Source: an optimization exercise on an open RTL-to-GDS flow (aim: small area, a short achievable clock period and few clock cycles). Production flows keep margins and buffers that such runs may drop. Function not checked in this run: the RTL went through the layout flow alone.

===== flow/config.mk =====
export PLATFORM = sky130hd
export DESIGN_NAME = fehuf_decoder
export DESIGN_NICKNAME = fehuf_decoder
export VERILOG_FILES = /design/flow/design.v
export SDC_FILE = /design/flow/constraint.sdc
export NUM_CORES = 4
export LEC_CHECK = 0
export CAP_MARGIN = 20
export CORE_MARGIN = 2
export CORE_UTILIZATION = 40
export PLACE_DENSITY = 0.6
export SLEW_MARGIN = 20

===== flow/constraint.sdc =====
create_clock -name core_clock -period 5.0 [get_ports {clk}]
set_input_delay 1.0000 -clock core_clock [delete_from_list [all_inputs] [get_ports {clk}]]
set_output_delay 1.0000 -clock core_clock [all_outputs]
set_load 0.01 [all_outputs]

===== flow/design.v =====
`default_nettype none
module fehuf_decoder (
    input  wire        clk,
    input  wire        rst,             
    input  wire        start,           
    input  wire [31:0] src_off,
    input  wire [31:0] src_len,
    output wire        in_req,
    output wire [31:0] in_addr,
    input  wire        in_ack,
    input  wire [31:0] in_rdata,        
    output reg         out_valid,
    output reg  [7:0]  out_data,
    input  wire        out_ready,
    output wire [1:0]  state,           
    output reg  [3:0]  err,
    output reg         trailing,
    output reg         short_out,
    output wire [23:0] out_len,
    output wire [23:0] exp_len
);
    localparam integer D  = 3;                
    localparam integer NE = 1 << D;           
    localparam integer LB = $clog2(D + 1);    
    localparam integer EW = 1 + LB + 9 + 2;   
    localparam [1:0] ST_IDLE = 2'd0, ST_BUSY = 2'd1, ST_DONE = 2'd2, ST_FAULT = 2'd3;
    localparam [1:0] PH_H1   = 2'd0,    
                     PH_H2   = 2'd1,    
                     PH_FILL = 2'd2,    
                     PH_WALK = 2'd3;    
    reg  [1:0]  st;
    reg  [1:0]  ph;
    assign state = st;
    reg  [31:0] off;
    reg  [22:0] len;
    reg  [20:0] gx;        
    reg  [8:0]  x;         
    reg  [1:0]  f;         
    reg  [8:0]  cntx;      
    reg  [6:0]  p0x;       
    reg  [1:0]  bf;        
    reg  [31:0] w;         
    reg  [5:0]  n;         
    reg         mode_m;    
    reg  [D-1:0] fc;       
    reg  [16:0] olen;
    reg  [16:0] elen;
    assign out_len = {7'd0, olen};
    assign exp_len = {7'd0, elen};
    reg  [NE*EW-1:0] lut;
    function integer clvl(input integer c);
        integer i;
        begin
            clvl = 0;
            for (i = 0; i < D; i = i + 1)
                if ((c >> i) & 1) clvl = i + 1;
        end
    endfunction
    function [D-1:0] rep_idx(input [D-1:0] c);
        integer i, k;
        begin
            rep_idx = {D{1'b0}};
            for (i = 1; i < NE; i = i + 1)
                if (c == i) begin
                    k = clvl(i);
                    rep_idx = (i - (1 << (k - 1))) << (D - k + 1);
                end
        end
    endfunction
    wire        busy  = (st == ST_BUSY);
    wire        walk  = busy && (ph == PH_WALK);
    wire        eq    = (olen == elen);
    wire        xok   = (x <= cntx);
    wire        nz    = (n != 6'd0);
    wire [23:0] diff  = {1'b0, len} - {2'd0, gx, 1'b0};
    wire        remg  = !diff[23] && (|diff[22:2]);
    wire        gsel  = walk && !nz;
    assign in_addr = off + {10'd0, gsel ? gx : {12'd0, x}, 1'b0};
    wire        len_ok6 = (len >= 23'd6);
    assign in_req = busy && (
                      (ph == PH_H1)   ? len_ok6 :
                      (ph == PH_H2)   ? 1'b1 :
                      (ph == PH_FILL) ? xok :
                      (!eq && (nz ? xok : remg)));
    wire        stall = (in_req && !in_ack) || (out_valid && !out_ready);
    wire        go    = !stall;
    wire        b     = w[31];
    wire [7:0]  eb    = b ? in_rdata[15:8] : in_rdata[7:0];
    wire [8:0]  sumb  = x + {3'd0, eb[5:0]} + 9'd1;
    wire        leafb = b ? f[0] : f[1];
    wire [D-1:0] lidx = (ph == PH_FILL) ? rep_idx(fc + 1'b1)
                                        : (mode_m ? w[30 -: D] : w[31 -: D]);
    wire [EW-1:0] rd  = lut[lidx*EW +: EW];
    wire          r_k = rd[EW-1];
    wire [LB-1:0] r_l = rd[EW-2 -: LB];
    wire [8:0]    r_v = rd[10:2];
    wire [1:0]    r_f = rd[1:0];
    wire        usable   = ({{(6-LB){1'b0}}, r_l} <= n);
    wire        foldok   = !r_k && ({{(6-LB){1'b0}}, r_l} < n);
    wire        lut_step = !mode_m && usable;      
    reg  [2:0]  s;         
    always @(*) begin
        if (lut_step)
            s = {{(3-LB){1'b0}}, r_l};
        else if (leafb && mode_m && foldok)
            s = 3'd1 + {{(3-LB){1'b0}}, r_l};
        else
            s = 3'd1;
    end
    reg  [NE-1:0] fwe;
    reg  [LB-1:0] flvl;
    integer i, c;
    always @(*) begin
        fwe  = {NE{1'b0}};
        flvl = {LB{1'b0}};
        for (c = 1; c < NE; c = c + 1)
            if (fc == c) begin
                flvl = clvl(c);
                for (i = 0; i < NE; i = i + 1)
                    if ((i >> (D - clvl(c))) == ((c - (1 << (clvl(c) - 1))) * 2 + b))
                        fwe[i] = xok || (c == 1);
            end
    end
    wire [EW-1:0] fdata = xok ? {leafb, flvl, leafb ? {1'b0, eb} : sumb, eb[7:6]}
                              : {1'b0, {LB{1'b0}}, x, f};
    always @(posedge clk) begin
        if (ph == PH_FILL && busy && go)
            for (i = 0; i < NE; i = i + 1)
                if (fwe[i]) lut[i*EW +: EW] <= fdata;
    end
    always @(posedge clk) begin
        if (rst) begin
            st        <= ST_IDLE;
            out_valid <= 1'b0;
            out_data  <= 8'd0;
            err       <= 4'd0;
            trailing  <= 1'b0;
            short_out <= 1'b0;
            olen      <= 17'd0;
            elen      <= 17'd0;
        end else if (!busy) begin
            if (start) begin
                off       <= src_off;
                len       <= {|src_len[31:22], src_len[21:0]};
                x         <= 9'd2;
                err       <= 4'd0;
                trailing  <= 1'b0;
                short_out <= 1'b0;
                olen      <= 17'd0;
                elen      <= 17'd0;
                st        <= ST_BUSY;
                ph        <= PH_H1;
            end
        end else begin
            if (out_ready)
                out_valid <= 1'b0;          
            if (go) begin
                case (ph)
                    PH_H1: begin
                        if (len < 23'd4) begin
                            err <= 4'd2;
                            st  <= ST_FAULT;
                        end else if (!len_ok6) begin
                            err <= 4'd3;
                            st  <= ST_FAULT;
                        end else begin
                            cntx <= {1'b0, in_rdata[7:0]} + 9'd2;
                            gx   <= {13'd0, in_rdata[7:0]} + 21'd3;
                            p0x  <= {1'b0, in_rdata[13:8]} + 7'd3;
                            bf   <= in_rdata[15:14];
                            x    <= 9'd0;
                            ph   <= PH_H2;
                        end
                    end
                    PH_H2: begin
                        if (diff[23]) begin
                            err <= 4'd3;
                            st  <= ST_FAULT;
                        end else if (in_rdata[7:0] != 8'h28) begin
                            err <= 4'd4;
                            st  <= ST_FAULT;
                        end else if (in_rdata[31:8] > 24'd65536) begin
                            err <= 4'd10;
                            st  <= ST_FAULT;
                        end else begin
                            elen  <= in_rdata[24:8];
                            x     <= {2'd0, p0x};
                            f     <= bf;
                            fc    <= {{(D-1){1'b0}}, 1'b1};
                            w[31] <= 1'b0;
                            ph    <= PH_FILL;
                        end
                    end
                    PH_FILL: begin
                        if (!b) begin
                            w[31] <= 1'b1;
                        end else if (fc == {D{1'b1}}) begin
                            x      <= {2'd0, p0x};
                            f      <= bf;
                            n      <= 6'd0;
                            mode_m <= 1'b0;
                            ph     <= PH_WALK;
                        end else begin
                            x     <= r_k ? 9'h1ff : r_v;
                            f     <= r_f;
                            fc    <= fc + 1'b1;
                            w[31] <= 1'b0;
                        end
                    end
                    PH_WALK: begin
                        if (eq || (!nz && !remg)) begin
                            short_out <= !eq;
                            trailing  <= |diff[22:0];
                            st        <= ST_DONE;
                        end else if (!nz) begin
                            w  <= in_rdata;
                            n  <= 6'd32;
                            gx <= gx + 21'd2;
                        end else if (!lut_step && !xok) begin
                            err  <= 4'd5;
                            olen <= 17'd0;
                            st   <= ST_FAULT;
                        end else begin
                            w <= w << s;
                            n <= n - {3'd0, s};
                            if (lut_step) begin
                                if (r_k) begin
                                    out_valid <= 1'b1;
                                    out_data  <= r_v[7:0];
                                    olen      <= olen + 17'd1;
                                end else begin
                                    x      <= r_v;
                                    f      <= r_f;
                                    mode_m <= 1'b1;
                                end
                            end else if (leafb) begin
                                out_valid <= 1'b1;
                                out_data  <= eb;
                                olen      <= olen + 17'd1;
                                if (mode_m && foldok) begin
                                    x      <= r_v;
                                    f      <= r_f;
                                end else begin
                                    x      <= {2'd0, p0x};
                                    f      <= bf;
                                    mode_m <= 1'b0;
                                end
                            end else begin
                                x      <= sumb;
                                f      <= eb[7:6];
                                mode_m <= 1'b1;
                            end
                        end
                    end
                endcase
            end
        end
    end
endmodule
`default_nettype wire

===== flow/run.sh =====
#!/bin/bash
# synth_recipe.tcl (not shown) runs the flow's synth.tcl, then flattens the netlist and writes it again
# the make line also repeats each setting of config.mk as NAME=value (left out here)
make -C /OpenROAD-flow-scripts/flow DESIGN_CONFIG=/design/flow/config.mk WORK_HOME=/design/flow/orfs CLKGATE_MAP_FILE= SYNTH_SCRIPT=/design/flow/synth_recipe.tcl finish

==> out/results.ini <==
[outcome]
status = failed layout checks
failed_checks = setup timing

[finish]
fin_util_pct = 53.0
layout-drive-gt1-share_pct = 23.2
areaGrowthSynthToFinish_pct = 31.6
stdcell_count = 2759
fin_nets = 2311
antenna_cells = 0

[logic_synthesis]
synth_cell_types = 92
synth_xor_area_share_pct = 4.19
synthMuxAreaShare_pct = 9.29
synth_edf_count = 261
synthAdderAreaFrac_pct = 5.94
async_flop_share_pct = 0
synth-main-ff-cell = edfxtp_1
synth.avg_cell_area_sq_um = 10.6
synth_top_family_by_area = simple AND/OR/NAND/NOR gates
synth_compound_area_share_pct = 14.3
syn-cell-area_sq_um = 18600
synth_seq_area_share_pct = 47.6
ys_ff_latch = 312
ys_warn_count = 1
synth-simple-area-share_pct = 14.3
synth_cells = 1755

[pwr]
ir_drop_mv = 0.242
seq_power_share_pct = 42.8
combPwrFrac_pct = 15.6
total_power_mw = 6.83
p_leak_nw = 9.26
p_clk_share_pct = 41.6
intPower_mw = 5.09
power.density_nw_per_um2 = 279
switchingPower_mw = 1.74
swShare_pct = 25.5

[clock_tree]
path_clk_slew_ns = 0.06
tritoncts = yes
clk_latency_ns = 0.57
postCtsHoldBufs = 0
cts_inserted_buffers = 37
htreeDepth = 2
cts_buffer_depth = 3
cts_root_buffer = clkbuf_16
cts_sinks = 312

[placement]
gp_congestion = 0.934
place_hpwl_mm = 43.4
place_ws_ns = -0.898
port_buffers = 184
dp.cells = 2642

[setup_path]
crit_fanout = 6
cp-end-kind = output pin
worst_ep_arrival_time_ns = 4.90
crit_type = register to output pin
cp-start-kind = register
critPathRequiredTime_ns = 4.00

[floorplanning]
core_area_sq_um = 46300
die_w_microns = 220
ios = 199
initial_core_util_pct = 40.2
die_area_sq_um = 48300
rows = 79
die_h_microns = 220

[min_path]
hp-class = register to register

[grt]
grt_max_degree = 57
globalRouteTotalUtil_pct = 24.2
grt_pass1_vias = 15400
antenna_found_initial = 0
grt_pass1_wl_mm = 89.6
overflow = 0

[timing]
setup_tns_ns = -13.86
tightest_slew_ns = 0.914
setup_viol_count_final = 26
fin_skew_ns = 0.0304
finalCritPeriodShare_pct = 118
rsz0062_at_grt = yes
maxSlewHeadroom_pct = 39.1
slew_viol_final = 0
max_freq_ghz = 0.170
hold_viol = 0
fin_crit_ns = 5.90
layout_setup_ws_ns = -0.900

[job]
maxCapViolCount = 0

[detailed_routing]
ant_nets = 0
firstDrtPassIters = 8
drc = 0
initialDrtViolationCount = 1512
vias_per_cell = 5.70
vias = 15700
wl_mm = 59.3
routedWlPerCell_microns = 21.5

[cells in the mapped netlist, drive strengths merged (7+ instances only)]
cell type	count	share of area [%]
nand3b	13	0.52
and3	22	0.74
o21a	11	0.44
nor2	123	2.5
o31ai	7	0.31
o221ai	8	0.38
o22ai	8	0.30
nor2b	17	0.57
a22oi	8	0.35
buf	44	1.3
a31oi	9	0.30
xnor2	62	2.9
mux2	32	2.0
mux4	28	3.4
or3	18	0.60
a21o	20	0.81
or2	7	0.24
xor2	27	1.3
inv	93	1.9
ha	82	5.5
dfxtp	51	5.5
nand2b	11	0.37
o21ai	103	2.8
a222oi	23	1.2
nand4	19	0.64
o31a	8	0.38
mux2i	73	3.9
a21oi	129	3.5
nor3	40	1.2
and2	12	0.40
nor4	20	0.71
edfxtp	261	42
nand2	139	2.8
nand3	66	1.8
o211ai	10	0.40
a211oi	14	0.69
clkbuf	61	1.2
[power by group through the flow]
stage | clock, mW | combinational, mW | sequential, mW
after floorplan | 0 | 0.555 | 2.97
after global placement | 0 | 0.972 | 2.98
after detailed placement | 0 | 0.985 | 2.98
after CTS | 2.89 | 1.03 | 2.92
after global routing | 2.99 | 1.15 | 2.92
final | 2.84 | 1.07 | 2.92
[flip-flops by register name, indices dropped and copies added, names as in the netlist, 3 cells and up]
name	flops
elen	17
n	6
cntx	9
out_data	8
p0x	7
gx	21
off	32
x	9
w	32
err	4
olen	17
lut	112
len	23
fc	3
[timing repair]
action | CTS | global route
hold endpoints to repair | 0 | 0
pin swaps | 53 | 38
endpoints found under the setup margin | 35 | 147
gates resized for setup | 184 | 41
setup buffers | 34 | 23
gates cloned | 1 | 1
[worst max-delay path, cell delays in order (launching register included)]
cell,delay (ns)
edfxtp_1,0.39
or4_4,0.55
or3_4,0.41
nor2_4,0.23
buf_6,0.14
nand2_4,0.04
o21ai_2,0.07
ha_1,0.27
a21o_1,0.18
a21oi_2,0.16
nor2b_2,0.07
o31a_1,0.33
a311oi_4,0.36
o31ai_4,0.11
nor3_2,0.20
o21bai_1,0.10
a21oi_2,0.17
buf_4,0.14
buf_6,0.09
nor2_2,0.03
xor2_1,0.13
buf_2,0.15
[cell usage in the layout (no fill, tap or decap), types with 51 or more instances in the layout]
cell | netlist | routed
edfxtp_1 | 261 | 261
buf_4 | 17 | 215
clkdlybuf4s50_1 | 0 | 154
nand2_1 | 139 | 133
nor2_1 | 122 | 115
a21oi_1 | 127 | 114
inv_1 | 93 | 92
o21ai_0 | 99 | 91
ha_1 | 82 | 76
mux2i_1 | 73 | 73
nand3_1 | 66 | 66
xnor2_1 | 62 | 53
dfxtp_1 | 51 | 51
[metrics by stage]
stage | hold WS, ns | cell area [sq um]
after floorplan | 0.476 | 18800
after global placement | 0.448 | 22400
after detailed placement | 0.451 | 22400
after CTS | 0.459 | 24200
after global routing | 0.472 | 24500
final | 0.457 | 24500
[final cells by class]
cell class              instances  area (sq um)
inverters                      94           354
repair buffers                421          3670
clock inverters                21           236
well taps                     607           759
multi-input cells            1258          9570
clock buffers                  46          1050
fillers                      4105         21800
flip-flops and latches        312          8860
[per-layer routing]
| metal | GRT usage (%) | share of wire [%] | vias to the layer above |
|---|---|---|---|
| met5 | 0 | 0 | - |
| met4 | 7.74 | 3.0 | 0 |
| met3 | 3.26 | 5.5 | 100 |
| met2 | 40.4 | 48 | 557 |
| met1 | 32.5 | 43 | 7797 |
| li1 | - | - | 7284 |
[worst paths after layout]
path	start	depth (start not counted)	to	slack (ns)
setup / recovery	n[4]	21	in_addr[26]	-0.90
hold / removal	out_data[7]	2	out_data[7]	0.46
setup reg to reg	len[1]	28	err[1]	0.21
hold reg to reg	out_data[7]	2	out_data[7]	0.46
[cell families after synthesis]
logic type / after synthesis
AND/OR/NAND/NOR: 531
AO/OA/AOI/OAI: 404
flip-flops: 312
buffers and inverters: 199
multiplexers: 133
XOR/XNOR: 89
adder cells (fa/ha/maj): 86
other: 1

re-timing with driven ports:
How much do the figures lean on ideal ports? The routed layout below was timed once more, with nothing changed but the port constraints. Step 1, drivers: a clkbuf_16 drives clk and a buf_2 each remaining input, both assumed. Step 2 moves the port delays by t, midway between the first and last clock arrival at a register: inputs arrive t later, outputs are due t later. That takes back most of the time a late clock gives input paths. Slacks: ideal / step 1 / step 2; pairs: ideal / step 1.
shift t [ns]: 0.615
slack for setup (ns): -0.900 / -0.961 / -0.346
worst hold slack (ns): 0.457 / 0.457 / 0.457
worst setup path at the end: register to output
cell pins on the clock port's net: 1
For this run, drivers alone change the setup slack by -0.061 ns; drivers and shift together by +0.554 ns.
